What follows belongs to an exercise in optimizing a design on an open flow for small area; a production flow would make more cautious choices.
At most, simulation tests tie the RTL to the original design; equivalence was not proved.
No functional check of the RTL was part of runs 1 and 3 to 5.
No activity file was given, so power comes from the tool's default toggle rates.

===== flow/flow/run.sh =====
#!/bin/bash
# Standard layout, with the smallest buffer cell on the ports.
export BUFFER_PORTS_ARGS="-buffer_cell sky130_fd_sc_hd__buf_1"
bash standard.sh > standard.log 2>&1
status=$?
tail -20 standard.log
exit $status

===== flow/standard.sh =====
#!/bin/bash
# synth_recipe.tcl (not shown) runs the flow's synth.tcl, then flattens the netlist and writes it again
# the make line also repeats each setting of config.mk as NAME=value (left out here)
make -C /OpenROAD-flow-scripts/flow DESIGN_CONFIG=/design/flow/config.mk WORK_HOME=/design/flow/orfs CLKGATE_MAP_FILE= SYNTH_SCRIPT=/design/flow/synth_recipe.tcl "${@:-finish}"

===== flow/config.mk =====
export PLATFORM = sky130hd
export DESIGN_NAME = jic
export DESIGN_NICKNAME = jic
export VERILOG_FILES = /design/flow/design.v
export SDC_FILE = /design/flow/constraint.sdc
export NUM_CORES = 4
export LEC_CHECK = 0
export ABC_AREA = 1
export CAP_MARGIN = 20
export CORE_MARGIN = 2
export CORE_UTILIZATION = 40
export SLEW_MARGIN = 20

===== flow/constraint.sdc =====
create_clock -name core_clock -period 32.0 [get_ports {clk}]
set_input_delay 6.4000 -clock core_clock [delete_from_list [all_inputs] [get_ports {clk}]]
set_output_delay 6.4000 -clock core_clock [all_outputs]
set_load 0.01 [all_outputs]

===== flow/design.v =====
module jic_add #(parameter W = 8) (
    input  wire [W-1:0] a,
    input  wire [W-1:0] b,
    input  wire         ci,
    output wire [W-1:0] s,
    output wire         co
);
    wire [W:0] c;
    assign c[0] = ci;
    genvar i;
    generate
        for (i = 0; i < W; i = i + 1) begin : g_bit
            assign s[i]   = a[i] ^ b[i] ^ c[i];
            assign c[i+1] = (a[i] & b[i]) | ((a[i] ^ b[i]) & c[i]);
        end
    endgenerate
    assign co = c[W];
endmodule
module jic_scale (
    input  wire [16:0] d,
    output wire [12:0] scaled
);
    wire [18:0] d3;
    wire        co3;
    jic_add #(18) u_a3 (.a({d[16], d}), .b({d, 1'b0}), .ci(1'b0), .s(d3[17:0]), .co(co3));
    assign d3[18] = d[16];     
    wire [18:0] hi;
    wire        co25;
    jic_add #(19) u_a25 (.a(d3), .b({{5{d[16]}}, d[16:3]}), .ci(1'b0), .s(hi), .co(co25));
    wire [12:0] fl = hi[18:6];
    wire        inc = d[16] & (|d[8:0]);
    wire [12:0] tr;
    wire        cot;
    jic_add #(13) u_inc (.a(fl), .b(13'd0), .ci(inc), .s(tr), .co(cot));
    wire dz = (tr[12:3] == 10'd0 && tr[2:0] != 3'd7) ||
              (tr[12:3] == 10'h3FF && (tr[2] | tr[1]));
    assign scaled = dz ? 13'd0 : tr;
endmodule
module jic_dec (
    input  wire [11:0] m,
    input  wire [1:0]  j,
    output reg  [3:0]  digit
);
    function [3:0] a3;
        input [3:0] x;
        case (x)
            4'd5: a3 = 4'd8;
            4'd6: a3 = 4'd9;
            4'd7: a3 = 4'd10;
            4'd8: a3 = 4'd11;
            4'd9: a3 = 4'd12;
            default: a3 = x;
        endcase
    endfunction
    reg [15:0] bcd;
    integer k;
    always @* begin
        bcd = 16'd0;
        for (k = 11; k >= 0; k = k - 1) begin
            bcd[3:0]   = a3(bcd[3:0]);
            bcd[7:4]   = a3(bcd[7:4]);
            bcd[11:8]  = a3(bcd[11:8]);
            bcd = {bcd[14:0], m[k]};
        end
        case (j)
            2'd0: digit = bcd[3:0];
            2'd1: digit = bcd[7:4];
            2'd2: digit = bcd[11:8];
            default: digit = bcd[15:12];
        endcase
    end
endmodule
module jic_render (
    input  wire [7:0]  btn,
    input  wire [12:0] v0,
    input  wire [12:0] v1,
    input  wire [12:0] v2,
    input  wire [12:0] v3,
    input  wire [5:0]  a,
    output reg  [7:0]  q,
    output wire [5:0]  len
);
    function ge12;
        input [11:0] x;
        input [11:0] k;
        integer i;
        reg g;
        begin
            g = 1'b1;
            for (i = 0; i < 12; i = i + 1)
                g = k[i] ? (x[i] & g) : (x[i] | g);
            ge12 = g;
        end
    endfunction
    function [2:0] flen;
        input [12:0] v;
        reg [11:0] m1;    
        reg n, ge10, ge100, ge1000;
        reg [1:0] nd;     
        begin
            n      = v[12];
            m1     = v[11:0] ^ {12{n}};
            ge10   = n ? ge12(m1, 12'd9)   : ge12(m1, 12'd10);
            ge100  = n ? ge12(m1, 12'd99)  : ge12(m1, 12'd100);
            ge1000 = n ? ge12(m1, 12'd999) : ge12(m1, 12'd1000);
            nd     = {ge100, (ge10 & ~ge100) | ge1000};
            flen   = {nd[1] & (nd[0] | n), nd[1] ^ (nd[0] | n), ~(nd[0] ^ n)};
        end
    endfunction
    wire [2:0] l0 = flen(v0), l1 = flen(v1), l2 = flen(v2), l3 = flen(v3);
    wire [5:0] e0, e1, e2, e3;
    wire [4:0] co;
    jic_add #(6) u_e0 (.a(6'd12), .b({3'd0, l0}), .ci(1'b1), .s(e0), .co(co[0]));
    jic_add #(6) u_e1 (.a(e0), .b({3'd0, l1}), .ci(1'b1), .s(e1), .co(co[1]));
    jic_add #(6) u_e2 (.a(e1), .b({3'd0, l2}), .ci(1'b1), .s(e2), .co(co[2]));
    jic_add #(6) u_e3 (.a(e2), .b({3'd0, l3}), .ci(1'b1), .s(e3), .co(co[3]));
    jic_add #(6) u_len (.a(e3), .b(6'd0), .ci(1'b1), .s(len), .co(co[4]));
    wire [5:0] k0, k1, k2, k3;
    wire [3:0] ok;    
    jic_add #(6) u_k0 (.a(e0), .b(~a), .ci(1'b1), .s(k0), .co(ok[0]));
    jic_add #(6) u_k1 (.a(e1), .b(~a), .ci(1'b1), .s(k1), .co(ok[1]));
    jic_add #(6) u_k2 (.a(e2), .b(~a), .ci(1'b1), .s(k2), .co(ok[2]));
    jic_add #(6) u_k3 (.a(e3), .b(~a), .ci(1'b1), .s(k3), .co(ok[3]));
    reg  [12:0] vs;
    reg  [2:0]  ls;
    reg  [2:0]  k;
    reg         last;
    always @* begin
        if (ok[0])      begin vs = v0; ls = l0; k = k0[2:0]; last = 1'b0; end
        else if (ok[1]) begin vs = v1; ls = l1; k = k1[2:0]; last = 1'b0; end
        else if (ok[2]) begin vs = v2; ls = l2; k = k2[2:0]; last = 1'b0; end
        else            begin vs = v3; ls = l3; k = k3[2:0]; last = 1'b1; end
    end
    wire [11:0] m;
    wire        com;
    jic_add #(12) u_abs (.a(vs[11:0] ^ {12{vs[12]}}), .b(12'd0), .ci(vs[12]), .s(m), .co(com));
    wire [1:0]  j = {k[1] ^ ~k[0], ~k[0]};    
    wire [3:0]  dg;
    jic_dec u_dec (.m(m), .j(j), .digit(dg));
    wire hdr = ~a[5] & ~a[4] & ~(a[3] & a[2] & (a[1] | a[0]));    
    always @* begin
        if (hdr) begin
            case (a[3:0])
                4'd0:  q = 8'h42;
                4'd1:  q = 8'h3A;
                4'd10: q = 8'h2C;
                4'd11: q = 8'h41;
                4'd12: q = 8'h3A;
                4'd2:  q = {7'h18, btn[0]};
                4'd3:  q = {7'h18, btn[1]};
                4'd4:  q = {7'h18, btn[2]};
                4'd5:  q = {7'h18, btn[3]};
                4'd6:  q = {7'h18, btn[4]};
                4'd7:  q = {7'h18, btn[5]};
                4'd8:  q = {7'h18, btn[6]};
                default: q = {7'h18, btn[7]};
            endcase
        end else if (k == 3'd0) begin
            q = last ? 8'h0A : 8'h2C;
        end else if (vs[12] && k == ls) begin
            q = 8'h2D;
        end else begin
            q = {4'h3, dg};
        end
    end
endmodule
module jic (
    input  wire        clk,
    input  wire        rst,
    input  wire [7:0]  btn_edge,
    input  wire        tick,
    input  wire [7:0]  pin,
    input  wire        conv_done,
    input  wire [15:0] raw0,
    input  wire [15:0] raw1,
    input  wire [15:0] raw2,
    input  wire [15:0] raw3,
    input  wire        tx_done,
    input  wire        plat_fault,
    input  wire [5:0]  tx_raddr,
    output reg         conv_start,
    output reg         tx_start,
    output wire [5:0]  tx_len,
    output wire [7:0]  tx_rdata,
    output wire        tx_busy,
    output wire [7:0]  frame_btn,
    output wire [15:0] frame_ax0,
    output wire [15:0] frame_ax1,
    output wire [15:0] frame_ax2,
    output wire [15:0] frame_ax3,
    output wire        frame_valid,
    output wire        halted
);
    reg         mode_q;             
    reg         div_q;              
    reg         halted_q;
    reg  [7:0]  edge_pending_q;
    reg  [3:0]  deb_q [0:7];
    reg  [7:0]  stable_q;
    reg  [4:0]  cnt_q;              
    reg  [3:0]  rp_q;               
    reg  [7:0]  btn_snap_q;
    reg         conv_busy_q;
    reg  [20:0] acc_q [0:3];        
    reg         frame_valid_q;
    reg  [7:0]  frame_btn_q;
    reg  [12:0] frame_ax_q [0:3];
    reg  [7:0]  pkt_btn_q;
    reg  [12:0] pkt_ax_q [0:3];
    reg         tx_busy_q;
    wire [15:0] raw [0:3];
    assign raw[0] = raw0;
    assign raw[1] = raw1;
    assign raw[2] = raw2;
    assign raw[3] = raw3;
    wire active = !halted_q && !plat_fault;
    wire [12:0] ch_scaled [0:3];
    wire [20:0] acc_sum   [0:3];
    wire [20:0] acc_div   [0:3];
    genvar g;
    generate
        for (g = 0; g < 4; g = g + 1) begin : g_ch
            localparam NEG = (g == 1 || g == 2);
            wire        cin = NEG ? 1'b0 : mode_q;
            wire        c16, c21;
            wire [15:0] lo;
            wire [4:0]  hi;
            jic_add #(16) u_add (.a(raw[g]), .b(acc_q[g][15:0]), .ci(cin), .s(lo), .co(c16));
            jic_add #(5)  u_inc (.a(acc_q[g][20:16]), .b(5'd0), .ci(c16), .s(hi), .co(c21));
            assign acc_sum[g] = {hi, lo};
            wire [16:0] d   = NEG ? {c16, ~lo} : {~c16, lo};
            jic_scale u_scale (.d(d), .scaled(ch_scaled[g]));
            wire [5:0] r  = {acc_q[g][20:16], acc_q[g][15]};
            wire       qb = r[5] | (r[4] & (r[3] | r[2]));    
            wire [5:0] rs;
            wire       cs;
            jic_add #(6) u_sub (.a(r), .b(6'd44), .ci(1'b0), .s(rs), .co(cs));   
            wire [5:0] rn = qb ? rs : r;
            assign acc_div[g] = {rn[4:0], acc_q[g][14:0], ~qb};
        end
    endgenerate
    wire cal_conv  = active && conv_done && !mode_q;
    wire switch_en = cal_conv && (cnt_q == 5'd19);
    wire run       = mode_q || switch_en;
    wire commit    = active && conv_done && mode_q && conv_busy_q;
    wire busy_mid  = tx_busy_q && !tx_done;
    wire render    = commit && !busy_mid;
    wire run_tick  = active && tick && run;
    wire [4:0] cnt_inc;
    wire       cnt_co;
    jic_add #(5) u_cnt (.a(cnt_q), .b(5'd0), .ci(1'b1), .s(cnt_inc), .co(cnt_co));
    wire       cnt19   = (cnt_q == 5'd19);
    wire       wrap    = run_tick && !switch_en && cnt19;
    wire [4:0] cnt_n   = switch_en ? {4'd0, run_tick} :
                         (wrap ? 5'd0 : ((cal_conv || run_tick) ? cnt_inc : cnt_q));
    wire       rp_wrap = (rp_q == 4'd4);
    wire [3:0] rp_inc;
    wire       rp_co;
    jic_add #(4) u_rp (.a(rp_q), .b(4'd0), .ci(1'b1), .s(rp_inc), .co(rp_co));
    wire       repoll  = wrap && rp_wrap;
    wire       div_step = mode_q && div_q;
    localparam [3:0] DEB_LOAD = 4'b0001;
    localparam [3:0] DEB_LAST = 4'b1100;    
    reg  [3:0] deb_n [0:7];
    reg  [7:0] stable_n;
    reg        last, idle;
    integer i;
    always @* begin
        for (i = 0; i < 8; i = i + 1) begin
            deb_n[i]    = deb_q[i];
            stable_n[i] = stable_q[i];
            last = (deb_q[i] == DEB_LAST);
            idle = (deb_q[i] == 4'd0);
            if (run_tick) begin
                if (edge_pending_q[i]) begin
                    deb_n[i] = DEB_LOAD;
                end else begin
                    deb_n[i] = {deb_q[i][2] & ~last, deb_q[i][1:0], deb_q[i][3] ^ deb_q[i][2]};
                    if (last || (idle && repoll))
                        stable_n[i] = ~pin[i];
                end
            end
        end
    end
    integer c;
    always @(posedge clk) begin
        if (rst) begin
            mode_q         <= 1'b0;
            halted_q       <= 1'b0;
            edge_pending_q <= 8'd0;
            for (i = 0; i < 8; i = i + 1)
                deb_q[i] <= 4'd0;
            stable_q       <= 8'd0;
            cnt_q          <= 5'd0;
            rp_q           <= 4'd0;
            conv_busy_q    <= 1'b0;
            for (c = 0; c < 4; c = c + 1)
                acc_q[c] <= 21'd0;
            frame_valid_q  <= 1'b0;
            tx_busy_q      <= 1'b0;
            conv_start     <= 1'b0;
            tx_start       <= 1'b0;
        end else begin
            if (plat_fault)
                halted_q <= 1'b1;
            if (switch_en) begin
                mode_q <= 1'b1;
                div_q  <= 1'b1;
            end
            if (active) begin
                edge_pending_q <= run_tick ? btn_edge : (edge_pending_q | btn_edge);
                for (i = 0; i < 8; i = i + 1)
                    deb_q[i] <= deb_n[i];
                stable_q <= stable_n;
                cnt_q    <= cnt_n;
                if (tx_done)
                    tx_busy_q <= 1'b0;
                if (commit)
                    frame_valid_q <= 1'b1;
                if (render)
                    tx_busy_q <= 1'b1;
                if (wrap)
                    conv_busy_q <= 1'b1;
                else if (commit)
                    conv_busy_q <= 1'b0;
            end
            if (div_step) begin
                rp_q <= rp_inc;
                if (rp_q == 4'd15)
                    div_q <= 1'b0;
            end else if (active && wrap) begin
                rp_q <= rp_wrap ? 4'd0 : rp_inc;
            end
            for (c = 0; c < 4; c = c + 1) begin
                if (cal_conv)
                    acc_q[c] <= acc_sum[c];
                else if (div_step)
                    acc_q[c] <= acc_div[c];
            end
            conv_start <= active && wrap;
            tx_start   <= render;
        end
    end
    always @(posedge clk) begin
        if (!rst) begin
            if (active && wrap)
                btn_snap_q <= stable_n;
            if (commit) begin
                frame_btn_q   <= btn_snap_q;
                frame_ax_q[0] <= ch_scaled[1];
                frame_ax_q[1] <= ch_scaled[0];
                frame_ax_q[2] <= ch_scaled[3];
                frame_ax_q[3] <= ch_scaled[2];
            end
            if (render) begin
                pkt_btn_q   <= btn_snap_q;
                pkt_ax_q[0] <= ch_scaled[1];
                pkt_ax_q[1] <= ch_scaled[0];
                pkt_ax_q[2] <= ch_scaled[3];
                pkt_ax_q[3] <= ch_scaled[2];
            end
        end
    end
    jic_render u_render (
        .btn (pkt_btn_q),
        .v0  (pkt_ax_q[0]),
        .v1  (pkt_ax_q[1]),
        .v2  (pkt_ax_q[2]),
        .v3  (pkt_ax_q[3]),
        .a   (tx_raddr),
        .q   (tx_rdata),
        .len (tx_len)
    );
    assign tx_busy     = tx_busy_q;
    assign frame_btn   = frame_btn_q;
    assign frame_ax0   = {{3{frame_ax_q[0][12]}}, frame_ax_q[0]};
    assign frame_ax1   = {{3{frame_ax_q[1][12]}}, frame_ax_q[1]};
    assign frame_ax2   = {{3{frame_ax_q[2][12]}}, frame_ax_q[2]};
    assign frame_ax3   = {{3{frame_ax_q[3][12]}}, frame_ax_q[3]};
    assign frame_valid = frame_valid_q;
    assign halted      = halted_q;
endmodule

==> metrics.json, run 1 <==
{
  "antenna_left": 0,
  "clock-skew-final_ps": 25.95,
  "run_status": "complete, no violations",
  "cell_area_power_density_nw_per_um2": 78.55,
  "cts_htree_levels": 1,
  "synth-seq-area-share_pct": 32.18,
  "synth.distinct_cells": 61,
  "avgSynthCellArea_um2": 8.767,
  "ys_seq_elements": 277,
  "grtUsageTotal_pct": 19.01,
  "arrival_time_of_the_worst_setup_path_ps": 14620,
  "internal-power_mw": 1.048,
  "cap_viol_max_count": 0,
  "wl_per_cell_um": 16.01,
  "nets": 3016,
  "cts_setup_buffers": 0,
  "pwr-share-clk_pct": 21.0,
  "detail_route.iter0.violations": 1025,
  "post-route-period-util_pct": 65.68,
  "layout_min_cycle_time_ps": 21020,
  "grt.overflow.total": 0,
  "r2r-start": "mode_q",
  "grt_start_max_net_pins": 76,
  "worstSetupStartpoint": "tx_raddr[0]",
  "cellLeakagePower_nw": 10.60,
  "firstDrtPassIters": 5,
  "num_vias": 16460,
  "clk_transition_reported_paths_ps": 60,
  "grt_setup_unrepaired": "false",
  "tns_ps": 0,
  "vias_per_cell": 5.025,
  "cts-root-to-sink-buffers": 3,
  "cp_slowest_stage_delay_ps": 670,
  "post_synth_instance_area_um2": 21240,
  "cts-resized-gates": 0,
  "cts.hold.buffers_added": 0,
  "layout.cell_area.non_filler_um2": 23650,
  "critical_path.endpoint": "tx_rdata[0]",
  "yosysTopAreaCell": "edfxtp_1",
  "post-synth-top-area-fraction_pct": 18.24,
  "critical-path-slowest-cell": "nand2_1",
  "drc_markers": 0,
  "placed_instance_area_um2": 22540,
  "tritoncts": "done",
  "post_synth_inst_count": 2423,
  "max_slew.worst_pin.slew_ps": 988.5,
  "antennaDiodeCount": 0,
  "count_of_final_max_slew_check_failures": 0,
  "regToRegSetupSlack_ps": 20740,
  "postLayoutCoreUtil_pct": 45.01,
  "finalHoldViolations": 0,
  "coreArea_um2": 52550,
  "dpl.hpwl_mm": 40.43,
  "ir_worst_vdd_uv": 56.88,
  "rr_endpoint": "pkt_ax_q[2][2]",
  "die_height_um": 234.5,
  "n_fill_cell": 5065,
  "numCtsBuffers": 31,
  "setup.worst_path.start_class": "input pin",
  "power.switching_mw": 0.8096,
  "timing.max_slew.rel_slack_pct": 33.69,
  "antenna_found_initial": 0,
  "vias_in_the_first_global_route": 16170,
  "insertion_delay_ps": 590,
  "rr_worst_depth": 32,
  "ys_async_sr_fraction_pct": 0,
  "synth_nets": 2875,
  "clk_root_buffer_cell": "clkbuf_16",
  "dieArea_um2": 54970,
  "path_class": "in -> out",
  "synth-main-ff-cell": "dfxtp_1",
  "synthToLayoutAreaGrowth_pct": 11.34,
  "global_route_wire_length_before_repair_mm": 83.84,
  "floorplan.initialDensity_pct": 40.42,
  "end_kind": "output port",
  "row_count": 84,
  "switching_share_pct": 43.58,
  "dieWidth_um": 234.5,
  "seqPwrFrac_pct": 24.7,
  "timing.critical_path.fanout_max": 29,
  "number_of_flops_mapped_to_enable_cells_by_yosys": 129,
  "combPwrFrac_pct": 54.4,
  "floorplan.io_pins": 183,
  "number_of_setup_violations_in_the_final_report": 0,
  "worst_hold_path_type": "reg -> reg",
  "drt_wirelength_mm": 52.44,
  "crit_top_cell": "nand2_1",
  "synth.yosys.warnings": 13,
  "number_of_clock_sinks": 277,
  "place.port_buffers": 181,
  "data_required_time_of_the_worst_path_ps": 25600,
  "finalWeightedCongestion": 0.9457,
  "fmax_achieved_mhz": 47.58,
  "synth.area.top_cells": "edfxtp_1, fa_1, dfxtp_1",
  "share_of_post_route_cells_with_drive_strength_above_1_pct": 5.680
}
## critical path: cells and delay by family
family | cells | cell delay [ps]
simple gates | 27 | 3400
compound gates | 5 | 710
fa+ha+maj | 13 | 3090
buf+inv | 5 | 780
xor+xnor | 1 | 210
## final cells by class
cell class                 instances  area [um2]  share of cell area [%]
timing repair buffer             192       765.7                   3.237
tap                              688       860.8                   3.639
sequential                       277        6837                   28.90
clock inverter                    26       339.1                   1.434
multi-input combinational       1558       12180                   51.51
clock buffer                      31       775.7                   3.280
inverter                         504        1892                   7.998
## sequential cells by signal, summed over array words and instances (netlist names), 5 cells and up
name	flops
pkt_ax_q	52
deb_q	32
edge_pending_q	8
frame_ax_q	52
acc_q	84
cnt_q	5
pkt_btn_q	8
frame_btn_q	8
stable_q	8
btn_snap_q	8
## placed cells by master (no fill, tap or decap), types with 22 or more instances in the layout
master and count:
a22oi_1 27, nand4_1 28, xnor2_1 36, edfxtp_1 129, ha_1 180, nor3_1 24
inv_2 22, a21oi_1 113, nand3_1 64, o21ai_0 73, buf_1 180, nand2_1 237
o22ai_1 59, xor2_1 37, dfxtp_1 148, clkbuf_16 31, nor2_1 312, fa_1 180
inv_1 479
## per-stage QoR
step	hold WS (ps)	cells	power (mW)	setup slack [ps]
after floorplan	421.5	2423	1.206	12480
final	467.4	3276	1.858	10980
after global placement	454.9	3219	1.438	11390
after detailed placement	457.8	3219	1.461	11010
after CTS	468.6	3276	1.870	11020
after global routing	484.4	3276	2.046	10260
## metal layers
layer  global-route usage, %  routed length (um)  share of wire, %
met1                   26.59               24230                46
met5                       0                   0                 0
met3                   1.647                2281               4.3
met4                   5.837                1434               2.7
met2                   31.34               24490                47
## power by group through the flow
stage	Clock, mW	Combinational [mW]	Sequential (mW)
final	0.389	1.01	0.458
after CTS	0.401	1.01	0.458
after detailed placement	0	0.995	0.466
after global placement	0	0.973	0.466
after global routing	0.414	1.17	0.459
after floorplan	0	0.742	0.464
## worst min-delay path by stage
stage          cells after the start             end           from  slack (ps)
2_1_floorplan                      0  frame_btn_q[0]  btn_snap_q[0]         420
3_3_place_gp                       0  frame_btn_q[4]  btn_snap_q[4]         450
3_5_place_dp                       2     conv_busy_q    conv_busy_q         460
4_1_cts                            2     conv_busy_q    conv_busy_q         470
5_1_grt                            2     conv_busy_q    conv_busy_q         480
6_report                           2     conv_busy_q    conv_busy_q         470
## cells by family after synthesis
family          Yosys count  synth area share, %
simple gates            719                14.44
buf+inv                 588                10.66
compound gates          400                11.89
fa+ha+maj               360                27.57
flops                   277                32.18
xor+xnor                 73                3.010
mux                       5               0.2356
other cells               1              0.01765
## cell usage after synthesis (5+ instances only)
| cell | count |
|---|---|
| o21a_1 | 14 |
| a211oi_1 | 14 |
| a22oi_1 | 27 |
| mux2i_1 | 5 |
| nand3_1 | 64 |
| o21ai_0 | 75 |
| edfxtp_1 | 129 |
| fa_1 | 180 |
| nand2_1 | 238 |
| o22ai_1 | 59 |
| nor3_1 | 24 |
| xor2_1 | 37 |
| buf_4 | 15 |
| nand3_2 | 5 |
| xnor2_1 | 36 |
| nand2_2 | 18 |
| inv_2 | 20 |
| nor2_1 | 314 |
| a21oi_2 | 7 |
| nand4_1 | 28 |
| clkbuf_1 | 54 |
| inv_1 | 481 |
| o21ai_1 | 12 |
| a21oi_1 | 113 |
| a221oi_1 | 19 |
| buf_1 | 14 |
| nor4_1 | 11 |
| ha_1 | 180 |
| o211ai_1 | 14 |
| dfxtp_1 | 148 |
| a31oi_1 | 9 |
==> run 2: changes to the inputs <==
--- a/flow/design.v
+++ b/flow/design.v
@@ -259,25 +259,29 @@
     jic_add #(4) u_rp (.a(rp_q), .b(4'd0), .ci(1'b1), .s(rp_inc), .co(rp_co));
     wire       repoll  = wrap && rp_wrap;
     wire       div_step = mode_q && div_q;
-    localparam [3:0] DEB_LOAD = 4'b0001;
-    localparam [3:0] DEB_LAST = 4'b1100;    
+    wire [3:0] deb_dec [0:7];
+    wire [7:0] deb_co;
+    generate
+        for (g = 0; g < 8; g = g + 1) begin : g_deb
+            jic_add #(4) u_dec (.a(deb_q[g]), .b(4'hF), .ci(1'b0), .s(deb_dec[g]), .co(deb_co[g]));
+        end
+    endgenerate
     reg  [3:0] deb_n [0:7];
     reg  [7:0] stable_n;
-    reg        last, idle;
     integer i;
     always @* begin
         for (i = 0; i < 8; i = i + 1) begin
             deb_n[i]    = deb_q[i];
             stable_n[i] = stable_q[i];
-            last = (deb_q[i] == DEB_LAST);
-            idle = (deb_q[i] == 4'd0);
             if (run_tick) begin
                 if (edge_pending_q[i]) begin
-                    deb_n[i] = DEB_LOAD;
-                end else begin
-                    deb_n[i] = {deb_q[i][2] & ~last, deb_q[i][1:0], deb_q[i][3] ^ deb_q[i][2]};
-                    if (last || (idle && repoll))
+                    deb_n[i] = 4'd14;
+                end else if (deb_q[i] != 4'd0) begin
+                    deb_n[i] = deb_dec[i];
+                    if (deb_q[i] == 4'd1)
                         stable_n[i] = ~pin[i];
+                end else if (repoll) begin
+                    stable_n[i] = ~pin[i];
                 end
             end
         end
==> flow/run.sh (new file) <==
#!/bin/bash
# synth_recipe.tcl (not shown) runs the flow's synth.tcl, then flattens the netlist and writes it again
# the make line also repeats each setting of config.mk as NAME=value (left out here)
make -C /OpenROAD-flow-scripts/flow DESIGN_CONFIG=/design/flow/config.mk WORK_HOME=/design/flow/orfs CLKGATE_MAP_FILE= SYNTH_SCRIPT=/design/flow/synth_recipe.tcl finish
removed: flow/flow/run.sh
removed: flow/standard.sh
==> run 2 against run 1 <==
Net effect:
- still clean on timing, DRC and antenna
- global-route usage increased by 0.79 points
- combinational power barely moved
- sequential share of layout area shrank 1.7 points
- flip-flop and latch count stayed put
- worst setup slack got worse by 450 ps
- die area up 1.5%
- final cell count up 2.5%
- via count is 1.7% higher
- synthesized area up 1.5%
- clock skew increased by 7.9 ps
- clock-buffer cell count grew 13
- register-to-register slack lost 60 ps
- largest cell class unchanged
- largest power group unchanged
==> metrics.json, run 2 <==
{
  "share_of_post_route_cells_with_drive_strength_above_1_pct": 5.224,
  "grt_start_max_net_pins": 75,
  "finalWeightedCongestion": 0.9105,
  "cell_area_power_density_nw_per_um2": 74.84,
  "xor_xnor_portion_of_the_synthesized_cell_area_pct": 3.047,
  "path_class": "in -> out",
  "pwr-share-clk_pct": 20.3,
  "count_of_final_max_slew_check_failures": 0,
  "post_synth_inst_count": 2487,
  "synth_most_common_cell": "inv_1",
  "cts_htree_levels": 2,
  "data_required_time_of_the_worst_path_ps": 25600,
  "post-synth-top-area-fraction_pct": 17.97,
  "firstDrtPassIters": 7,
  "busiest_layer": "met2",
  "end_kind": "output port",
  "synth_simple_gate_area_share_pct": 14.02,
  "run_status": "complete, no violations",
  "combPwrFrac_pct": 55.4,
  "synth-main-ff-cell": "dfxtp_1",
  "antennaDiodeCount": 0,
  "synth_compound_area_share_pct": 12.49,
  "floorplan.io_pins": 183,
  "clk_transition_reported_paths_ps": 60,
  "multiplexer_area_fraction_after_synthesis_pct": 0,
  "dieWidth_um": 236.2,
  "drt_wirelength_mm": 54.26,
  "sequential_cell_area_um2": 6837,
  "switching_share_pct": 44.22,
  "worstHoldPathCells": 0,
  "n_fill_cell": 5136,
  "cap_viol_max_count": 0,
  "cp_slowest_stage_delay_ps": 580,
  "cts_setup_buffers": 0,
  "seqPwrFrac_pct": 24.4,
  "vias_per_cell": 4.987,
  "largest_reg_flops": 84,
  "ys_async_sr_fraction_pct": 0,
  "nets": 3095,
  "grt_setup_unrepaired": "false",
  "numCtsBuffers": 34,
  "design_power_total_mw": 1.878,
  "cts.hold.buffers_added": 0,
  "rr_worst_depth": 31,
  "dpl.hpwl_mm": 42.25,
  "use_met2_pct": 34.91,
  "placed_instance_area_um2": 24000,
  "top_register": "acc_q",
  "groute.layer.met1.usage_pct": 25.59,
  "clk_root_buffer_cell": "clkbuf_16",
  "power.switching_mw": 0.8304,
  "post-place-cells": 3295,
  "antenna_found_initial": 0,
  "num_vias": 16740,
  "grtUsageTotal_pct": 19.80,
  "min_from": "btn_snap_q[7]",
  "regToRegSetupSlack_ps": 20680,
  "max_slew.worst_pin.slew_ps": 1028,
  "clock-skew-final_ps": 33.88,
  "tns_ps": 0,
  "antenna_left": 0,
  "arrival_time_of_the_worst_setup_path_ps": 15070,
  "hold_critical_path_endpoint": "pkt_btn_q[7]",
  "number_of_setup_violations_in_the_final_report": 0,
  "yosysTopAreaCell": "edfxtp_1",
  "setup.worst_path.start_class": "input pin",
  "reg_top3": "acc_q (84), frame_ax_q (52), pkt_ax_q (52)",
  "number_of_flops_mapped_to_enable_cells_by_yosys": 129,
  "layout_min_cycle_time_ps": 21470,
  "internal-power_mw": 1.047,
  "pre_cts_ws_ps": 10510,
  "insertion_delay_ps": 550,
  "die_height_um": 236.2,
  "layout.cells.most_common_list": "inv_1, nor2_1, nand2_1, ha_1",
  "synth.area.top_cells": "edfxtp_1, fa_1, dfxtp_1",
  "row_count": 85,
  "global_route_wire_length_before_repair_mm": 89.31,
  "synthAdderAreaFrac_pct": 27.62,
  "avgSynthCellArea_um2": 8.669,
  "tritoncts": "done",
  "fmax_achieved_mhz": 46.57,
  "rr_endpoint": "frame_ax_q[2][10]",
  "coreArea_um2": 53600,
  "critical-path-slowest-cell": "clkdlybuf4s50_1",
  "area_of_the_multi_input_gates_um2": 12370,
  "cts-root-to-sink-buffers": 3,
  "synthToLayoutAreaGrowth_pct": 16.36,
  "cts-resized-gates": 0,
  "synth-seq-area-share_pct": 31.71,
  "timing.max_slew.rel_slack_pct": 30.74,
  "worst_hold_path_type": "reg -> reg",
  "routing_usage_on_met3_pct": 2.259,
  "detail_route.iter0.violations": 1001,
  "ir_worst_vdd_uv": 47.51,
  "layout_commonest_cell": "inv_1",
  "vias_in_the_first_global_route": 17140,
  "combinational_family_with_the_most_area_after_synthesis": "adder cells",
  "wl_per_cell_um": 16.16,
  "layout.cell_area.non_filler_um2": 25090,
  "timing.critical_path.fanout_max": 25,
  "post-route-period-util_pct": 67.10,
  "ys_seq_elements": 277,
  "drc_markers": 0,
  "final-instance-count-excl-fill": 3357,
  "floorplan.initialDensity_pct": 40.22,
  "dieArea_um2": 55770,
  "place.port_buffers": 181,
  "post_synth_instance_area_um2": 21560,
  "layout_setup_ws_ps": 10530,
  "synth.distinct_cells": 57,
  "crit_top_cell": "nand2_1",
  "number_of_clock_sinks": 277,
  "synth_nets": 2947,
  "finalHoldViolations": 0,
  "synth_common_cells": "inv_1, nor2_1, nand2_1, ha_1, fa_1",
  "r2r-start": "mode_q",
  "grt.overflow.total": 0,
  "synth.yosys.warnings": 13,
  "cellLeakagePower_nw": 11.01
}
[run 2: cell types whose count changed in the layout (fill, tap and decap cells not counted), moves of 14 or more]
| cell | before | now |
|---|---|---|
| nand2_1 | 237 | 251 |
| clkdlybuf4s50_1 | 0 | 180 |
| a22oi_1 | 27 | 13 |
| buf_1 | 180 | 0 |
| nand3_1 | 64 | 85 |
| nor2_1 | 312 | 268 |
| a21oi_1 | 113 | 156 |
| inv_1 | 479 | 520 |
[run 2: power by group through the flow]
| stage | Clock [mW] | Sequential [mW] | Combinational (mW) |
|---|---|---|---|
| after floorplan | 0 | 0.463 | 0.732 |
| after global placement | 0 | 0.465 | 1.00 |
| after detailed placement | 0 | 0.465 | 1.02 |
| after CTS | 0.391 | 0.458 | 1.04 |
| after global routing | 0.404 | 0.458 | 1.20 |
| final | 0.380 | 0.458 | 1.04 |
[run 2: per-stage QoR]
step                hold slack, ps  util, %
finish                       451.4    46.80
global route                 465.8    46.80
CTS                          457.6    46.80
detailed placement           445.8    44.77
global placement             446.6    44.77
floorplan                    421.5        -
[run 2: how the worst max path moves through the flow]
stage                      from     endpoint  slack (ps)  depth (start not counted)
CTS                 tx_raddr[0]  tx_rdata[3]       10510                         53
finish              tx_raddr[0]  tx_rdata[3]       10530                         53
global route        tx_raddr[0]  tx_rdata[1]        9640                         55
global placement    tx_raddr[0]  tx_rdata[1]       10630                         45
floorplan           tx_raddr[0]  tx_rdata[2]       12550                         53
detailed placement  tx_raddr[0]  tx_rdata[3]       10510                         53
[run 2: area by class of cell]
class / instances / share of cell area [%]
clock inverters: 18 / 0.5686
clock buffers: 44 / 3.785
flip-flops and latches: 277 / 27.25
inverters: 545 / 8.154
multi-input cells: 1588 / 49.32
well taps: 696 / 3.471
repair buffers: 189 / 7.451
[run 2: cells by family after synthesis]
group                    after synthesis
AND/OR/NAND/NOR                      707
buffers and inverters                622
AO/OA/AOI/OAI                        437
adder cells (fa/ha/maj)              368
flip-flops                           277
XOR/XNOR                              75
other                                  1
[run 2: per-layer routing]
layer	vias to the layer above	share of wire (%)
met2	306	50
met3	77	3.4
met4	0	2.5
li1	8347	-
met5	-	0
met1	8013	44
[run 2: worst max-delay path: cells and delay by family]
family	cells	cell delay, ps
AOI/OAI and AO/OA	8	1610
adders and majority gates	13	2890
xor gates and xnor gates	1	210
and+or+nand+nor	22	2110
buffers and inverters	9	1790
==> run 3: changes to the inputs <==
--- a/flow/design.v
+++ b/flow/design.v
@@ -94,33 +94,35 @@
     endfunction
     function [2:0] flen;
         input [12:0] v;
-        reg [11:0] m1;    
         reg n, ge10, ge100, ge1000;
         reg [1:0] nd;     
         begin
             n      = v[12];
-            m1     = v[11:0] ^ {12{n}};
-            ge10   = n ? ge12(m1, 12'd9)   : ge12(m1, 12'd10);
-            ge100  = n ? ge12(m1, 12'd99)  : ge12(m1, 12'd100);
-            ge1000 = n ? ge12(m1, 12'd999) : ge12(m1, 12'd1000);
+            ge10   = n ? ~ge12(v[11:0], 12'd4087) : ge12(v[11:0], 12'd10);
+            ge100  = n ? ~ge12(v[11:0], 12'd3997) : ge12(v[11:0], 12'd100);
+            ge1000 = n ? ~ge12(v[11:0], 12'd3097) : ge12(v[11:0], 12'd1000);
             nd     = {ge100, (ge10 & ~ge100) | ge1000};
             flen   = {nd[1] & (nd[0] | n), nd[1] ^ (nd[0] | n), ~(nd[0] ^ n)};
         end
     endfunction
     wire [2:0] l0 = flen(v0), l1 = flen(v1), l2 = flen(v2), l3 = flen(v3);
-    wire [5:0] e0, e1, e2, e3;
-    wire [4:0] co;
-    jic_add #(6) u_e0 (.a(6'd12), .b({3'd0, l0}), .ci(1'b1), .s(e0), .co(co[0]));
-    jic_add #(6) u_e1 (.a(e0), .b({3'd0, l1}), .ci(1'b1), .s(e1), .co(co[1]));
-    jic_add #(6) u_e2 (.a(e1), .b({3'd0, l2}), .ci(1'b1), .s(e2), .co(co[2]));
-    jic_add #(6) u_e3 (.a(e2), .b({3'd0, l3}), .ci(1'b1), .s(e3), .co(co[3]));
-    jic_add #(6) u_len (.a(e3), .b(6'd0), .ci(1'b1), .s(len), .co(co[4]));
-    wire [5:0] k0, k1, k2, k3;
-    wire [3:0] ok;    
-    jic_add #(6) u_k0 (.a(e0), .b(~a), .ci(1'b1), .s(k0), .co(ok[0]));
-    jic_add #(6) u_k1 (.a(e1), .b(~a), .ci(1'b1), .s(k1), .co(ok[1]));
-    jic_add #(6) u_k2 (.a(e2), .b(~a), .ci(1'b1), .s(k2), .co(ok[2]));
-    jic_add #(6) u_k3 (.a(e3), .b(~a), .ci(1'b1), .s(k3), .co(ok[3]));
+    wire [3:0] s01, s23;
+    wire [4:0] sl;
+    wire [5:0] len1;
+    wire [3:0] co;
+    jic_add #(3) u_s01 (.a(l0), .b(l1), .ci(1'b0), .s(s01[2:0]), .co(s01[3]));
+    jic_add #(3) u_s23 (.a(l2), .b(l3), .ci(1'b0), .s(s23[2:0]), .co(s23[3]));
+    jic_add #(4) u_sl  (.a(s01), .b(s23), .ci(1'b0), .s(sl[3:0]), .co(sl[4]));
+    jic_add #(6) u_len (.a({1'b0, sl}), .b(6'd17), .ci(1'b0), .s(len), .co(co[0]));
+    wire [5:0] b0, x0, x1, x2, x3;
+    wire [4:0] cx;
+    jic_add #(6) u_b0 (.a(6'd14), .b({3'd0, l0}), .ci(1'b0), .s(b0), .co(cx[4]));
+    jic_add #(6) u_x0 (.a(~a), .b(b0), .ci(1'b0), .s(x0), .co(cx[0]));
+    jic_add #(6) u_x1 (.a(x0), .b({3'd0, l1}), .ci(1'b1), .s(x1), .co(cx[1]));
+    jic_add #(6) u_x2 (.a(x1), .b({3'd0, l2}), .ci(1'b1), .s(x2), .co(cx[2]));
+    jic_add #(6) u_x3 (.a(x2), .b({3'd0, l3}), .ci(1'b1), .s(x3), .co(cx[3]));
+    wire [3:0] ok = {~x3[5], ~x2[5], ~x1[5], ~x0[5]};
+    wire [5:0] k0 = x0, k1 = x1, k2 = x2, k3 = x3;
     reg  [12:0] vs;
     reg  [2:0]  ls;
     reg  [2:0]  k;
@@ -259,29 +261,25 @@
     jic_add #(4) u_rp (.a(rp_q), .b(4'd0), .ci(1'b1), .s(rp_inc), .co(rp_co));
     wire       repoll  = wrap && rp_wrap;
     wire       div_step = mode_q && div_q;
-    wire [3:0] deb_dec [0:7];
-    wire [7:0] deb_co;
-    generate
-        for (g = 0; g < 8; g = g + 1) begin : g_deb
-            jic_add #(4) u_dec (.a(deb_q[g]), .b(4'hF), .ci(1'b0), .s(deb_dec[g]), .co(deb_co[g]));
-        end
-    endgenerate
+    localparam [3:0] DEB_LOAD = 4'b0001;
+    localparam [3:0] DEB_LAST = 4'b1100;    
     reg  [3:0] deb_n [0:7];
     reg  [7:0] stable_n;
+    reg        last, idle;
     integer i;
     always @* begin
         for (i = 0; i < 8; i = i + 1) begin
             deb_n[i]    = deb_q[i];
             stable_n[i] = stable_q[i];
+            last = (deb_q[i] == DEB_LAST);
+            idle = (deb_q[i] == 4'd0);
             if (run_tick) begin
                 if (edge_pending_q[i]) begin
-                    deb_n[i] = 4'd14;
-                end else if (deb_q[i] != 4'd0) begin
-                    deb_n[i] = deb_dec[i];
-                    if (deb_q[i] == 4'd1)
+                    deb_n[i] = DEB_LOAD;
+                end else begin
+                    deb_n[i] = {deb_q[i][2] & ~last, deb_q[i][1:0], deb_q[i][3] ^ deb_q[i][2]};
+                    if (last || (idle && repoll))
                         stable_n[i] = ~pin[i];
-                end else if (repoll) begin
-                    stable_n[i] = ~pin[i];
                 end
             end
         end
==> flow/flow/run.sh (new file) <==
#!/bin/bash
# Standard layout, with the smallest buffer cell on the ports and a
# clock tree without dummy loads.
export BUFFER_PORTS_ARGS="-buffer_cell sky130_fd_sc_hd__buf_1"
export CTS_ARGS="-sink_clustering_enable -repair_clock_nets -dont_use_dummy_load -buf_list sky130_fd_sc_hd__clkbuf_8"
bash standard.sh > standard.log 2>&1
status=$?
tail -20 standard.log
exit $status
==> flow/standard.sh (new file) <==
#!/bin/bash
# synth_recipe.tcl (not shown) runs the flow's synth.tcl, then flattens the netlist and writes it again
# the make line also repeats each setting of config.mk as NAME=value (left out here)
make -C /OpenROAD-flow-scripts/flow DESIGN_CONFIG=/design/flow/config.mk WORK_HOME=/design/flow/orfs CLKGATE_MAP_FILE= SYNTH_SCRIPT=/design/flow/synth_recipe.tcl "${@:-finish}"
removed: flow/run.sh
==> run 3 against run 2 <==
Net effect:
- power increased by 2.6%
- utilization decreased by 2.7 points
- critical path type unchanged
- wire length decreased by 4.8%
- highest routed layer unchanged
- largest cell class unchanged
- global-route usage decreased by 0.63 points
- flip-flop and latch count unchanged
- worst setup slack got worse by 1500 ps
- clock-buffer cell count increased by 6
- synthesized area decreased by 2.3%
- first-iteration DRC count increased by 2.6%
- register-to-register slack got worse by 100 ps
- synthesized cell count decreased by 2.2%
- sequential power about the same
==> metrics.json, run 3 <==
{
  "run_status": "complete, no violations",
  "layout.cell_area.non_filler_um2": 23080,
  "largest_reg_flops": 84,
  "grt_start_max_net_pins": 81,
  "cellLeakagePower_nw": 10.49,
  "clk_transition_reported_paths_ps": 60,
  "share_of_post_route_cells_with_drive_strength_above_1_pct": 5.314,
  "post-synth-top-area-fraction_pct": 18.38,
  "synth-seq-area-share_pct": 32.44,
  "max_slew.worst_pin.slew_ps": 1021,
  "top_register": "acc_q",
  "combPwrFrac_pct": 62.2,
  "nets": 3044,
  "antennaDiodeCount": 0,
  "synth.distinct_cells": 59,
  "synth_common_cells": "inv_1, nor2_1, nand2_1, fa_1, ha_1",
  "insertion_delay_ps": 620,
  "cts-root-to-sink-buffers": 3,
  "finalWeightedCongestion": 0.9007,
  "post_synth_inst_count": 2433,
  "number_of_flops_mapped_to_enable_cells_by_yosys": 129,
  "global_route_wire_length_before_repair_mm": 83.55,
  "grt_setup_unrepaired": "false",
  "placed_instance_area_um2": 22400,
  "number_of_clock_sinks": 277,
  "dieWidth_um": 233.5,
  "ir_worst_vdd_uv": 64.29,
  "groute.layer.met1.usage_pct": 25.87,
  "antenna_left": 0,
  "cts_htree_levels": 2,
  "design_power_total_mw": 1.927,
  "coreArea_um2": 52340,
  "die_height_um": 233.5,
  "row_count": 84,
  "arrival_time_of_the_worst_setup_path_ps": 16610,
  "busiest_layer": "met2",
  "place.port_buffers": 181,
  "cap_viol_max_count": 0,
  "use_met2_pct": 32.20,
  "drt_wirelength_mm": 51.65,
  "data_required_time_of_the_worst_path_ps": 25600,
  "firstDrtPassIters": 5,
  "number_of_setup_violations_in_the_final_report": 0,
  "synth_nets": 2878,
  "crit_top_cell": "nand2_1",
  "grtUsageTotal_pct": 19.17,
  "count_of_final_max_slew_check_failures": 0,
  "post-route-period-util_pct": 71.92,
  "switching_share_pct": 47.44,
  "cts.hold.buffers_added": 0,
  "finalHoldViolations": 0,
  "reg_top3": "acc_q (84), frame_ax_q (52), pkt_ax_q (52)",
  "yosysTopAreaCell": "edfxtp_1",
  "synth.area.top_cells": "edfxtp_1, fa_1, dfxtp_1",
  "post_synth_instance_area_um2": 21070,
  "layout_commonest_cell": "inv_1",
  "seqPwrFrac_pct": 23.8,
  "synth-main-ff-cell": "dfxtp_1",
  "avgSynthCellArea_um2": 8.662,
  "cell_area_power_density_nw_per_um2": 83.47,
  "synth_most_common_cell": "inv_1",
  "tns_ps": 0,
  "routing_usage_on_met3_pct": 2.747,
  "n_fill_cell": 5097,
  "timing.max_slew.rel_slack_pct": 30.84,
  "synthToLayoutAreaGrowth_pct": 9.535,
  "dpl.hpwl_mm": 39.79,
  "layout_min_cycle_time_ps": 23010,
  "cts_setup_buffers": 0,
  "synth.yosys.warnings": 13,
  "floorplan.io_pins": 183,
  "antenna_found_initial": 0,
  "tritoncts": "done",
  "vias_per_cell": 4.999,
  "clk_root_buffer_cell": "clkbuf_8",
  "cp_slowest_stage_delay_ps": 880,
  "end_kind": "output port",
  "drc_markers": 0,
  "worst_hold_path_type": "reg -> reg",
  "internal-power_mw": 1.013,
  "ys_async_sr_fraction_pct": 0,
  "ys_seq_elements": 277,
  "power.switching_mw": 0.9140,
  "vias_in_the_first_global_route": 16270,
  "setup.worst_path.start_class": "input pin",
  "dieArea_um2": 54540,
  "grt.overflow.total": 0,
  "fmax_achieved_mhz": 43.45,
  "clock-skew-final_ps": 70.89,
  "floorplan.initialDensity_pct": 40.26,
  "num_vias": 16420,
  "layout.cells.most_common_list": "inv_1, nor2_1, nand2_1, fa_1, buf_1",
  "timing.critical_path.fanout_max": 35,
  "numCtsBuffers": 50,
  "detail_route.iter0.violations": 1027,
  "path_class": "in -> out",
  "wl_per_cell_um": 15.72,
  "pwr-share-clk_pct": 14.0,
  "critical-path-slowest-cell": "ha_1",
  "cts-resized-gates": 0
}
## run 3: cell count changes after synthesis, sizes merged, moves of 9 or more
cell    delta
a21oi     -55
xor2      -17
nor3      +16
nand2     +11
a22oi     +11
a221oi    -11
ha        -17
xnor2     -27
o211ai    +12
nor2       +9
nor4      +12
## run 3: worst paths after layout
path	startpoint	to	slack (ps)	cells after the start
worst max-delay path	tx_raddr[0]	tx_rdata[3]	8990	64
worst min-delay path	btn_snap_q[4]	pkt_btn_q[4]	450	0
worst max register to register	mode_q	frame_ax_q[2][9]	20580	30
worst min register to register	btn_snap_q[4]	pkt_btn_q[4]	450	0
## run 3: layout make-up
cell class | count | area (um2) | area share (%)
multi-input combinational | 1535 | 11900 | 51.55
sequential | 277 | 6837 | 29.62
inverter | 545 | 2047 | 8.868
tap | 688 | 860.8 | 3.729
timing repair buffer | 190 | 750.7 | 3.252
clock buffer | 50 | 688.2 | 2.981
## run 3: kinds of logic after synthesis
| group | after synthesis | synth area share [%] |
|---|---|---|
| AND/OR/NAND/NOR | 743 | 15.44 |
| buffers and inverters | 621 | 11.29 |
| AO/OA/AOI/OAI | 400 | 11.74 |
| adder cells (fa/ha/maj) | 353 | 27.44 |
| flip-flops | 277 | 32.44 |
| XOR/XNOR | 31 | 1.288 |
| multiplexers | 7 | 0.3325 |
| other | 1 | 0.01779 |
## run 3: power by group through the flow
stage,clock (mW),sequential (mW),combinational [mW]
after floorplan,0,0.463,0.893
after global placement,0,0.464,1.16
after detailed placement,0,0.465,1.18
after CTS,0.283,0.458,1.20
after global routing,0.297,0.458,1.38
final,0.270,0.458,1.20
## run 3: worst max-delay path: cells and delay by family
family                   cells  cell delay (ps)
adder cells (fa/ha/maj)     18             5140
AND/OR/NAND/NOR             31             3120
buffers and inverters       12             1510
AO/OA/AOI/OAI                2              240
XOR/XNOR                     1              180
## run 3: per-layer routing
metal  routed length [um]  part of all wire (%)
met1                24120                    47
met2                24460                    47
met3                 2072                   4.0
met4                  998                   1.9
met5                    0                     0
## run 3: metrics by stage
step           cells  hold slack (ps)  utilization [%]  setup slack, ps
2_1_floorplan   2433            421.5                -            10720
3_3_place_gp    3235            434.0            42.79             9448
3_5_place_dp    3235            438.2            42.79             9088
4_1_cts         3285            448.4            44.10             9037
5_1_grt         3285            477.9            44.10             8027
6_report        3285            445.7            44.10             8987
==> run 4: changes to the inputs <==
==> flow/flow/run.sh (replaced) <==
#!/bin/bash
# Standard layout, with the smallest buffer cell on the ports and a
# clock tree without dummy loads.
export BUFFER_PORTS_ARGS="-buffer_cell sky130_fd_sc_hd__buf_1"
export CTS_ARGS="-sink_clustering_enable -repair_clock_nets -dont_use_dummy_load -buf_list sky130_fd_sc_hd__clkbuf_4 -sink_clustering_size 20"
bash standard.sh > standard.log 2>&1
status=$?
tail -20 standard.log
exit $status
==> run 4 against run 3 <==
Net effect:
- critical endpoint unchanged
- worst hold slack improved by 10 ps
- cell area fell by 0.43%
- worst setup slack improved by 30 ps
- utilization fell by 0.19 points
- largest cell class unchanged
- still clean on timing, DRC and antenna
- clock power fell by about 10%
- critical path type unchanged
- power fell by 1.5%
- largest power group unchanged
==> metrics.json, run 4 <==
{
  "post-route-period-util_pct": 71.82,
  "critical-path-top-delay-family": "adder cells",
  "drc_markers": 0,
  "timing.max_slew.rel_slack_pct": 30.80,
  "finalWeightedCongestion": 0.9007,
  "tns_ps": 0,
  "clk_root_buffer_cell": "clkbuf_4",
  "post_synth_inst_count": 2433,
  "global_route_wire_length_before_repair_mm": 83.19,
  "wl_per_cell_um": 15.55,
  "timing.critical_path.fanout_max": 35,
  "cts-root-to-sink-buffers": 3,
  "insertion_delay_ps": 780,
  "largest_reg_flops": 84,
  "avgSynthCellArea_um2": 8.662,
  "synth_nets": 2878,
  "nets": 3072,
  "synth.yosys.warnings": 13,
  "max_slew.worst_pin.slew_ps": 1022,
  "grt_setup_unrepaired": "false",
  "cts_htree_levels": 3,
  "cellLeakagePower_nw": 10.49,
  "coreArea_um2": 52340,
  "top_register": "acc_q",
  "critical-path-slowest-cell": "ha_1",
  "row_count": 84,
  "ys_seq_elements": 277,
  "data_required_time_of_the_worst_path_ps": 25600,
  "run_status": "complete, no violations",
  "path_class": "in -> out",
  "min_from": "btn_snap_q[3]",
  "num_vias": 16560,
  "grt.overflow.total": 0,
  "dieArea_um2": 54540,
  "vias_in_the_first_global_route": 16320,
  "reg_top3": "acc_q (84), frame_ax_q (52), pkt_ax_q (52)",
  "floorplan.initialDensity_pct": 40.26,
  "path_buf_inv": 12,
  "vias_per_cell": 4.996,
  "drt_wirelength_mm": 51.54,
  "layout.cells.most_common_list": "inv_1, nor2_1, nand2_1, fa_1, buf_1",
  "arrival_time_of_the_worst_setup_path_ps": 16580,
  "post-place-cells": 3235,
  "finalHoldViolations": 0,
  "grt_start_max_net_pins": 81,
  "final-instance-count-excl-fill": 3314,
  "yosysTopAreaCell": "edfxtp_1",
  "count_of_final_max_slew_check_failures": 0,
  "end_kind": "output port",
  "grtUsageTotal_pct": 19.24,
  "synthToLayoutAreaGrowth_pct": 9.060,
  "worst_hold_path_type": "reg -> reg",
  "regToRegSetupSlack_ps": 20570,
  "share_of_post_route_cells_with_drive_strength_above_1_pct": 6.324,
  "detail_route.iter0.violations": 1133,
  "worstSetupStartpoint": "tx_raddr[0]",
  "tritoncts": "done",
  "clock-skew-final_ps": 88.04,
  "clk_transition_reported_paths_ps": 60,
  "floorplan.io_pins": 183,
  "synth.area.top_cells": "edfxtp_1, fa_1, dfxtp_1",
  "synth.distinct_cells": 59,
  "numCtsBuffers": 78,
  "synth_common_cells": "inv_1, nor2_1, nand2_1, fa_1, ha_1",
  "crit_top_cell": "nand2_1",
  "cts-resized-gates": 0,
  "post-synth-top-area-fraction_pct": 18.38,
  "cell_area_power_density_nw_per_um2": 82.56,
  "die_height_um": 233.5,
  "synth_most_common_cell": "inv_1",
  "layout_min_cycle_time_ps": 22980,
  "number_of_clock_sinks": 277,
  "design_power_total_mw": 1.897,
  "ys_async_sr_fraction_pct": 0,
  "setup.worst_path.start_class": "input pin",
  "cts.hold.buffers_added": 0,
  "ir_worst_vdd_uv": 64.18,
  "cp_slowest_stage_delay_ps": 890,
  "antenna_found_initial": 1,
  "number_of_setup_violations_in_the_final_report": 0,
  "synth-seq-area-share_pct": 32.44,
  "post_synth_instance_area_um2": 21070,
  "postLayoutCoreUtil_pct": 43.91,
  "layout_commonest_cell": "inv_1",
  "place.port_buffers": 181,
  "cts_setup_buffers": 0,
  "dpl.hpwl_mm": 39.79,
  "synth-main-ff-cell": "dfxtp_1",
  "fmax_achieved_mhz": 43.51,
  "antenna_left": 0,
  "r2r-start": "mode_q",
  "cap_viol_max_count": 0,
  "number_of_flops_mapped_to_enable_cells_by_yosys": 129,
  "firstDrtPassIters": 7,
  "dieWidth_um": 233.5
}
## run 4: cell counts after synthesis
No cell type changed its count.
## run 4: layout make-up
cell class | instances | area (um2)
fillers | 5121 | 29360
well taps | 688 | 860.8
multi-input cells | 1535 | 11900
repair buffers | 190 | 750.7
inverters | 545 | 2047
diodes | 1 | 2.502
flip-flops and latches | 277 | 6837
clock buffers | 78 | 585.6
## run 4: layer usage
layer	global-route usage, %	part of all wire (%)	routed length [um]
met2	31.71	47	24360
met4	6.725	2.1	1062
met1	25.79	46	23930
met5	0	0	0
met3	2.771	4.2	2180
## run 4: kinds of logic (layout without fill, tap and decap cells)
group	after synthesis	count (layout)	synth area share, %
mux	7	7	0.3325
buf+inv	621	813	11.29
fa+ha+maj	353	353	27.44
flops	277	277	32.44
compound gates	400	400	11.74
other cells	1	2	0.01779
xor+xnor	31	31	1.288
simple gates	743	743	15.44
## run 4: worst paths after layout
kind | end | cells after the start
max | tx_rdata[3] | 64
min | pkt_btn_q[3] | 0
max reg2reg | pkt_ax_q[2][9] | 30
min reg2reg | pkt_btn_q[3] | 0
## run 4: report_power, final
part	total (mW)	leakage, nW	internal [mW]	switching (mW)
Clock	0.242	0.359	0.110	0.132
Sequential	0.457	2.37	0.453	0.00428
Combinational	1.20	7.76	0.423	0.775
Total	1.90	10.5	0.986	0.911
## run 4: metrics by stage
stage	hold slack [ps]	worst slack, ps	instance area (um2)
floorplan	421.5	10720	21070
global placement	434.0	9448	22400
detailed placement	438.2	9088	22400
CTS	454.4	9065	22980
global route	481.9	8066	22980
finish	455.8	9017	22980
==> run 5: changes to the inputs <==
--- a/flow/design.v
+++ b/flow/design.v
@@ -16,25 +16,39 @@
     endgenerate
     assign co = c[W];
 endmodule
-module jic_scale (
-    input  wire [16:0] d,
+module jic_scale #(parameter NEG = 0) (
+    input  wire [16:0] d,       
     output wire [12:0] scaled
 );
-    wire [18:0] d3;
+    wire [18:0] x3;
     wire        co3;
-    jic_add #(18) u_a3 (.a({d[16], d}), .b({d, 1'b0}), .ci(1'b0), .s(d3[17:0]), .co(co3));
-    assign d3[18] = d[16];     
+    jic_add #(18) u_a3 (.a({d[16], d}), .b({d, NEG ? 1'b1 : 1'b0}), .ci(NEG ? 1'b1 : 1'b0),
+                        .s(x3[17:0]), .co(co3));
+    assign x3[18] = d[16];     
     wire [18:0] hi;
     wire        co25;
-    jic_add #(19) u_a25 (.a(d3), .b({{5{d[16]}}, d[16:3]}), .ci(1'b0), .s(hi), .co(co25));
-    wire [12:0] fl = hi[18:6];
-    wire        inc = d[16] & (|d[8:0]);
+    jic_add #(19) u_a25 (.a(x3), .b({{5{d[16]}}, d[16:3]}), .ci(NEG ? 1'b1 : 1'b0),
+                         .s(hi), .co(co25));
+    wire [12:0] h = hi[18:6];
     wire [12:0] tr;
     wire        cot;
-    jic_add #(13) u_inc (.a(fl), .b(13'd0), .ci(inc), .s(tr), .co(cot));
-    wire dz = (tr[12:3] == 10'd0 && tr[2:0] != 3'd7) ||
-              (tr[12:3] == 10'h3FF && (tr[2] | tr[1]));
-    assign scaled = dz ? 13'd0 : tr;
+    wire        dz;
+    generate
+        if (NEG) begin : g_neg
+            wire c = ~d[16] & ~(&d[8:0]);
+            wire [12:0] g;      
+            jic_add #(13) u_dec (.a(h), .b({13{c}}), .ci(1'b0), .s(g), .co(cot));
+            assign dz = (g[12:3] == 10'd0 && !(g[2] & g[1])) ||
+                        (g[12:3] == 10'h3FF && (g[2] | g[1] | g[0]));
+            assign scaled = ~(g | {13{dz}});
+        end else begin : g_pos
+            wire c = d[16] & (|d[8:0]);
+            jic_add #(13) u_inc (.a(h), .b(13'd0), .ci(c), .s(tr), .co(cot));
+            assign dz = (tr[12:3] == 10'd0 && tr[2:0] != 3'd7) ||
+                        (tr[12:3] == 10'h3FF && (tr[2] | tr[1]));
+            assign scaled = dz ? 13'd0 : tr;
+        end
+    endgenerate
 endmodule
 module jic_dec (
     input  wire [11:0] m,
@@ -230,8 +244,8 @@
             jic_add #(16) u_add (.a(raw[g]), .b(acc_q[g][15:0]), .ci(cin), .s(lo), .co(c16));
             jic_add #(5)  u_inc (.a(acc_q[g][20:16]), .b(5'd0), .ci(c16), .s(hi), .co(c21));
             assign acc_sum[g] = {hi, lo};
-            wire [16:0] d   = NEG ? {c16, ~lo} : {~c16, lo};
-            jic_scale u_scale (.d(d), .scaled(ch_scaled[g]));
+            wire [16:0] d   = {~c16, lo};
+            jic_scale #(.NEG(NEG)) u_scale (.d(d), .scaled(ch_scaled[g]));
             wire [5:0] r  = {acc_q[g][20:16], acc_q[g][15]};
             wire       qb = r[5] | (r[4] & (r[3] | r[2]));    
             wire [5:0] rs;
==> flow/flow/run.sh (replaced) <==
#!/bin/bash
# Layout flow: the standard synthesis, its combinational logic re-mapped for
# area (registers untouched), then the standard layout steps with the
# smallest buffer cell on the ports and a clock tree without dummy loads.
set -uo pipefail
HERE=$(cd "$(dirname "$0")" && pwd)
export BUFFER_PORTS_ARGS="-buffer_cell sky130_fd_sc_hd__buf_1"
export CTS_ARGS="-sink_clustering_enable -repair_clock_nets -dont_use_dummy_load -buf_list sky130_fd_sc_hd__clkbuf_4 -sink_clustering_size 8 -sink_clustering_max_diameter 300"

bash standard.sh synth > standard_synth.log 2>&1 || { tail -20 standard_synth.log; exit 1; }

RES=$PWD/orfs/results/$FLOW_PLATFORM/jic/base
LOGS=$PWD/orfs/logs/$FLOW_PLATFORM/jic/base
LIB=$FLOW_HOME/platforms/$FLOW_PLATFORM/lib/sky130_fd_sc_hd__tt_025C_1v80.lib
DU=$(grep -o -- "-dont_use [^ ]*" $LOGS/1_2_yosys.log | sort -u | tr '\n' ' ')
cp $RES/1_2_yosys.v standard_1_2_yosys.v
if bash $HERE/resyn.sh standard_1_2_yosys.v resyn_1_2_yosys.v "$LIB" "$DU" > resyn.log 2>&1; then
  # keep the result only if it has the same registers
  regs() { grep -oE "sky130_fd_sc_hd__e?dfxtp_[0-9] +[^ (]+" "$1" | sort; }
  if [[ -s resyn_1_2_yosys.v ]] && diff <(regs standard_1_2_yosys.v) <(regs resyn_1_2_yosys.v) > resyn_regs.diff; then
    cp resyn_1_2_yosys.v $RES/1_2_yosys.v
    rm -f $RES/1_synth.odb $RES/1_synth.sdc
    echo "re-mapped netlist in use" >> resyn.log
  else
    echo "register mismatch: standard netlist kept" >> resyn.log
  fi
else
  echo "re-map failed: standard netlist kept" >> resyn.log
fi

bash standard.sh > standard.log 2>&1
status=$?
tail -20 standard.log
exit $status
==> flow/flow/lib2v.py (new file) <==
# Generate Verilog models of the combinational cells of a liberty file
# (used to re-optimize a mapped netlist), and blackbox stubs of the rest.
import re, sys
lib = open(sys.argv[1]).read()
comb = open(sys.argv[2], 'w'); bb = open(sys.argv[3], 'w')
def conv(f):
    f = f.strip().strip('"')
    f = re.sub(r'\s*\+\s*', ' | ', f)
    f = re.sub(r'\s*\*\s*', ' & ', f)
    f = f.replace('!', '~')
    # implicit AND: identifiers or ) separated by spaces
    f = re.sub(r'([A-Za-z0-9_\)])\s+(?=[A-Za-z0-9_~\(])', r'\1 & ', f)
    return f
# split cells
for m in re.finditer(r'\n\s*cell\s*\(\s*"?(\w+)"?\s*\)\s*\{', lib):
    name = m.group(1)
    start = m.end(); depth = 1; i = start
    while depth:
        c = lib[i]
        if c == '{': depth += 1
        elif c == '}': depth -= 1
        i += 1
    body = lib[start:i]
    pins = []
    for pm in re.finditer(r'\n\s*pin\s*\(\s*"?(\w+)"?\s*\)\s*\{', body):
        ps = pm.end(); d = 1; j = ps
        while d:
            c = body[j]
            if c == '{': d += 1
            elif c == '}': d -= 1
            j += 1
        pb = body[ps:j]
        dirm = re.search(r'direction\s*:\s*"?(\w+)"?', pb)
        fm = re.search(r'\bfunction\s*:\s*"([^"]*)"', pb)
        pins.append((pm.group(1), dirm.group(1) if dirm else None, fm.group(1) if fm else None))
    seq = re.search(r'\b(ff|latch|statetable)\s*\(', body) is not None
    ins = [p for p, d, f in pins if d == 'input']
    outs = [(p, f) for p, d, f in pins if d == 'output']
    ports = ', '.join([f'input {p}' for p in ins] + [f'output {p}' for p, f in outs])
    if seq or not outs or any(f is None for p, f in outs):
        bb.write(f'(* blackbox *) module {name}({ports}); endmodule\n')
    else:
        comb.write(f'module {name}({ports});\n')
        for p, f in outs:
            comb.write(f'  assign {p} = {conv(f)};\n')
        comb.write('endmodule\n')
==> flow/flow/resyn.abc (new file) <==
strash
ifraig
dc2
dch -f
amap
strash
dch -f
amap
topo
==> flow/flow/resyn.sh (new file) <==
#!/bin/bash
# Re-map the combinational logic of the standard synthesis netlist with a
# stronger area-oriented ABC script. Registers (instances, names, cell types)
# are kept as they are: they are read as black boxes.
#   resyn.sh IN.v OUT.v LIBERTY DONT_USE_LIST
set -euo pipefail
IN=$1; OUT=$2; LIB=$3; DU=$4
HERE=$(cd "$(dirname "$0")" && pwd)
python3 "$HERE/lib2v.py" "$LIB" resyn_comb.v resyn_bb.v
yosys -l resyn_yosys.log -p "
  read_verilog -lib resyn_bb.v
  read_verilog resyn_comb.v
  read_verilog $IN
  hierarchy -top $FLOW_TOP
  flatten
  techmap
  opt -fast
  opt_clean -purge
  abc -liberty $LIB $DU -script $HERE/resyn.abc
  opt_clean -purge
  hilomap -singleton -hicell sky130_fd_sc_hd__conb_1 HI -locell sky130_fd_sc_hd__conb_1 LO
  splitnets
  opt_clean -purge
  insbuf -buf sky130_fd_sc_hd__buf_4 A X
  tee -o resyn_stat.txt stat -liberty $LIB
  write_verilog -noattr -noexpr -nohex -nodec $OUT
" > /dev/null
--- a/flow/config.mk
+++ b/flow/config.mk
@@ -8,5 +8,5 @@
 export ABC_AREA = 1
 export CAP_MARGIN = 20
 export CORE_MARGIN = 2
-export CORE_UTILIZATION = 40
+export CORE_UTILIZATION = 60
 export SLEW_MARGIN = 20
==> run 5 against run 4 <==
Net effect:
- combinational power shrank 57%
- synthesized cell count is 17% higher
- largest cell class unchanged
- worst hold slack improved by 3.6 ps
- flip-flop and latch count unchanged
==> metrics.json, run 5 <==
{
  "run_status": "complete, no violations",
  "post-route-period-util_pct": 78.12,
  "vias_per_cell": 5.776,
  "cts_htree_levels": 2,
  "nets": 3165,
  "antenna_left": 0,
  "clock-skew-final_ps": 70.16,
  "arrival_time_of_the_worst_setup_path_ps": 18600,
  "place.port_buffers": 181,
  "insertion_delay_ps": 690,
  "numCtsBuffers": 40,
  "firstDrtPassIters": 6,
  "top_register": "acc_q",
  "grt.overflow.total": 0,
  "antenna_found_initial": 2,
  "grt_start_max_net_pins": 89,
  "critical-path-slowest-cell": "o22ai_1",
  "n_fill_cell": 2811,
  "dpl.hpwl_mm": 36.62,
  "synth_nets": 2946,
  "tns_ps": 0,
  "cellLeakagePower_nw": 7.132,
  "grt_setup_unrepaired": "false",
  "global_route_wire_length_before_repair_mm": 80.97,
  "worstSetupStartpoint": "tx_raddr[0]",
  "path_class": "in -> out",
  "layout_commonest_cell": "nor2_1",
  "number_of_clock_sinks": 277,
  "synthToLayoutAreaGrowth_pct": 7.802,
  "floorplan.initialDensity_pct": 60.64,
  "timing.max_slew.rel_slack_pct": 29.25,
  "row_count": 65,
  "crit_top_cell": "clkinv_1",
  "avgSynthCellArea_um2": 6.670,
  "cts-resized-gates": 0,
  "wl_per_cell_um": 14.17,
  "finalHoldViolations": 0,
  "tritoncts": "done",
  "cp_slowest_stage_delay_ps": 640,
  "clk_transition_reported_paths_ps": 90,
  "grtUsageTotal_pct": 29.10,
  "num_vias": 20070,
  "post_synth_inst_count": 2854,
  "reg_top3": "acc_q (84), frame_ax_q (52), pkt_ax_q (52)",
  "timing.critical_path.fanout_max": 25,
  "cts_setup_buffers": 0,
  "dieWidth_um": 182.1,
  "largest_reg_flops": 84,
  "cts.hold.buffers_added": 0,
  "drt_wirelength_mm": 49.23,
  "layout.cells.most_common_list": "nor2_1, nand2_1, clkinv_1, a21oi_1, o21ai_0",
  "cts-root-to-sink-buffers": 3,
  "vias_in_the_first_global_route": 17670,
  "ir_worst_vdd_uv": 51.47,
  "detail_route.iter0.violations": 1393,
  "min_from": "btn_snap_q[0]",
  "clk_root_buffer_cell": "clkbuf_4",
  "post_synth_instance_area_um2": 19040,
  "layout_min_cycle_time_ps": 25000,
  "die_height_um": 182.1,
  "setup.worst_path.start_class": "input pin",
  "end_kind": "output port",
  "drc_markers": 0,
  "r2r-start": "mode_q",
  "data_required_time_of_the_worst_path_ps": 25600,
  "worst_hold_path_type": "reg -> reg",
  "cap_viol_max_count": 0,
  "count_of_final_max_slew_check_failures": 0,
  "max_slew.worst_pin.slew_ps": 1061,
  "finalWeightedCongestion": 0.9266,
  "coreArea_um2": 31390
}
run 5: cell types whose count changed in the layout (fill, tap and decap cells not counted), sizes merged, moves of 46 or more:
cell and change:
inv -539, fa -182, nor2b +58, a21oi +146, o21ai +146, nand2 +80
a31oi +46, clkinv +251, nand3 -65, nor2 +584, ha -171
run 5: stage by stage:
step	cells	utilization [%]	setup slack (ps)	power (mW)	hold WS (ps)
after floorplan	2854	-	7981	0.8059	421.5
after global placement	3433	64.41	8090	0.8949	422.2
after detailed placement	3433	64.41	7370	0.9150	435.8
after CTS	3473	65.36	7290	1.090	460.4
after global routing	3474	65.37	5232	1.182	478.2
final	3474	65.37	7001	1.093	459.4
run 5: worst paths after layout:
path	cells past startpoint	slack [ps]	endpoint
worst max register to register	52	23350	pkt_ax_q[1][4]
worst min register to register	0	460	frame_btn_q[0]
worst min-delay path	0	460	frame_btn_q[0]
worst max-delay path	66	7000	tx_rdata[1]
run 5: per-layer routing:
layer  global-route usage, %  part of all wire (%)  up-vias  wire length, um
li1                        -                     -    10480                -
met4                   8.097                   2.2        0             1066
met5                       0                     0        -                0
met3                   4.350                   6.9       82             3417
met1                   38.43                    45     8896            22010
met2                   49.88                    46      608            22730
run 5: area by class of cell:
cell class | instances | area [um2] | share of cell area [%]
Multi-Input combinational cell | 2304 | 11140 | 54.29
Sequential cell | 277 | 6837 | 33.31
Clock buffer | 40 | 300.3 | 1.463
Inverter | 257 | 964.7 | 4.701
Antenna cell | 1 | 2.502 | 0.01219
Tap cell | 402 | 503.0 | 2.451
Timing Repair Buffer | 193 | 773.2 | 3.768
run 5: power by group:
part / internal, mW / switching, mW / leakage [nW] / total (mW)
Clock: 0.0575 / 0.117 / 0.184 / 0.175
Combinational: 0.170 / 0.347 / 4.57 / 0.517
Sequential: 0.395 / 0.00569 / 2.38 / 0.401
Total: 0.622 / 0.470 / 7.13 / 1.09
run 5: worst max-delay path: cells and delay by family:
kind | cells | cell delay, ps
AO/OA/AOI/OAI | 21 | 5280
buffers and inverters | 23 | 3820
AND/OR/NAND/NOR | 22 | 3100
